What follows belongs to an exercise in optimizing a design on an open flow for small area and a short achievable clock period; a production flow would make more cautious choices.
Only simulation tests tie the RTL to the original design; equivalence was not proved.

run a:
## ign_engine
module ign_engine (
    input  wire        clk,
    input  wire        rst,           
    input  wire        edge_in,       
    input  wire        cmd_valid,     
    input  wire [2:0]  cmd_op,
    input  wire [31:0] cmd_data,
    output wire [1:0]  spark,         
    output reg  [1:0]  sync_state,    
    output reg  [1:0]  phase,         
    output wire        busy,
    output reg         ign_en,
    output reg  [1:0]  tidx,
    output reg  [1:0]  ref_idx,
    output reg  [15:0] rps,
    output reg  [15:0] rpm
);
    localparam N_SLOTS = 11;
    localparam [1:0] S_UNSYNC = 2'd0, S_SYNCING = 2'd1, S_SYNCED = 2'd2;
    localparam [1:0] P_IDLE = 2'd0, P_DELAY = 2'd1, P_DWELL = 2'd2;
    localparam [2:0] OP_METER_START = 3'd0;
    localparam [2:0] OP_METER_STOP  = 3'd1;
    localparam [2:0] OP_SET_RECORD  = 3'd2;
    localparam [2:0] OP_SET_SHIFT   = 3'd3;
    localparam [2:0] OP_IGN_INIT    = 3'd4;
    reg        meter;         
    reg        run0;
    reg [2:0]  psel0;
    reg [15:0] cnt0;
    reg        e0;            
    reg        e1;            
    reg [9:0]  psc0;
    reg        primed;
    reg        ch;
    reg [9:0]  psc1;          
    reg [2:0]  dsel;          
    reg        chain;         
    reg        dv;            
    reg [36:0] X;
    reg [9:0]  kreg;          
    reg [9:0]  cyc;           
    reg        scnt1;
    reg [16:0] h1, h2, h3;      
    reg [15:0] tbl_speed  [0:N_SLOTS-1];
    reg [7:0]  tbl_timing [0:N_SLOTS-1];
    reg [7:0]  shift_r;
    assign busy  = phase != P_IDLE;
    assign spark = {phase[1] & ch, phase[1] & ~ch};
    function [20:0] bksub20;
        input [19:0] a;
        input [19:0] b;
        integer i, l;
  ...
Size: about 6400 cells after synthesis, ~50000 um^2 of cells after synthesis.
==> flow/config.mk <==
export PLATFORM = sky130hd
export DESIGN_NAME = ign_engine
export DESIGN_NICKNAME = ign_engine
export VERILOG_FILES = /design/flow/design.v
export SDC_FILE = /design/flow/constraint.sdc
export NUM_CORES = 4
export LEC_CHECK = 0
export ABC_AREA = 1
export CAP_MARGIN = 20
export CORE_MARGIN = 2
export CORE_UTILIZATION = 30
export CTS_BUF_LIST = sky130_fd_sc_hd__clkbuf_4
export CTS_CLUSTER_SIZE = 20
export PLACE_DENSITY = 0.4
export SLEW_MARGIN = 20
==> flow/constraint.sdc <==
create_clock -name core_clock -period 420.0 [get_ports {clk}]
set_input_delay 84.0000 -clock core_clock [delete_from_list [all_inputs] [get_ports {clk}]]
set_output_delay 84.0000 -clock core_clock [all_outputs]
set_load 0.01 [all_outputs]
run.sh (not shown) runs the stock make flow with config.mk's settings and CLKGATE_MAP_FILE= SYNTH_SCRIPT=/design/flow/synth_recipe.tcl, a recipe that flattens the netlist after the stock synthesis.
For run b, these inputs were changed with respect to run a:
Settings: CTS_BUF_LIST: sky130_fd_sc_hd__clkbuf_4 -> unset; PLACE_DENSITY: 0.4 -> 0.6; CORE_UTILIZATION: 30 -> 50; CTS_CLUSTER_SIZE: 20 -> unset.
==> results.txt <==
Global-route usage, run b and run a: higher on run b. For share of the clock period used by the worst path after layout, run b and run a come out practically identical. Final worst clock skew: run b vs run a down 0.026 ns. Comparing met1 usage for run b and run a, the smaller number came from run a.

========
## old
Another version of the RTL of ign_engine (not shown whole).
For scale: roughly 6000 cells after synthesis, about 470 flip-flops, about 83 I/O pins.
Settings: LEC_CHECK=0, ABC_AREA=1, CAP_MARGIN=20, CORE_MARGIN=2, CORE_UTILIZATION=70, CTS_BUF_LIST=sky130_fd_sc_hd__clkbuf_16, CTS_CLUSTER_DIAMETER=80, CTS_CLUSTER_SIZE=20, GPL_TIMING_DRIVEN=0, PLACE_DENSITY=0.8, SLEW_MARGIN=20; clock period 420.0 ns.
The flow did not stop early for old: all stages ran, and the layout cleared the timing, DRC and antenna checks.
diff inputs: old => new
# old
export LEC_CHECK = 0
export ABC_AREA = 1
export CAP_MARGIN = 20
export CORE_MARGIN = 2
export CORE_UTILIZATION = 70
export CTS_BUF_LIST = sky130_fd_sc_hd__clkbuf_16
export CTS_CLUSTER_DIAMETER = 80
export CTS_CLUSTER_SIZE = 20
export GPL_TIMING_DRIVEN = 0
export PLACE_DENSITY = 0.8
export SLEW_MARGIN = 20
create_clock -name core_clock -period 420.0 [get_ports {clk}]
# new
export LEC_CHECK = 0
export ABC_AREA = 1
export CAP_MARGIN = 0
export CORE_MARGIN = 2
export CORE_UTILIZATION = 70
export CTS_BUF_LIST = sky130_fd_sc_hd__clkbuf_16
export CTS_CLUSTER_DIAMETER = 80
export CTS_CLUSTER_SIZE = 20
export PLACE_DENSITY = 0.8
export SLEW_MARGIN = 0
create_clock -name core_clock -period 420.0 [get_ports {clk}]
[summary]
new completed end to end with timing, DRC and antenna clean. The fraction of standard cell area in multi-input logic number comes out lower for old vs new. Density: new sparser than old. Changes observed in new relative to old: x dimension of the die level. old → new: via count now smaller; clock skew now larger.

afterwards: timing with drivers on the ports:
Ports are ideal in the flow. The routed layouts listed here were re-timed in OpenROAD.
Step 1, drivers: a clkbuf_16 drives clk and a buf_2 each remaining input, both assumed.
Step 2 moves the port delays by t, midway between the first and last clock arrival at a register: inputs arrive t later, outputs are due t later. That takes back most of the time a late clock gives input paths.
Slacks: no drivers / after step 1 / after step 2; pairs: no drivers / after step 1.
run | shift t [ns] | setup slack, ns | clock arrival spread, ns
run a | 1.149 | 333.238 / 333.288 / 332.139 | 0.098 / 0.098
run b | 0.717 | 332.720 / 332.769 / 332.052 | 0.069 / 0.069
old | 0.681 | 332.703 / 332.744 / 332.063 | 0.026 / 0.026
new | 0.699 | 333.417 / 333.465 / 332.766 | 0.033 / 0.033
After both steps setup and hold are still met in every run listed. For run a, which loses most, drivers alone change the setup slack by +0.050 ns; drivers and shift together by -1.099 ns.
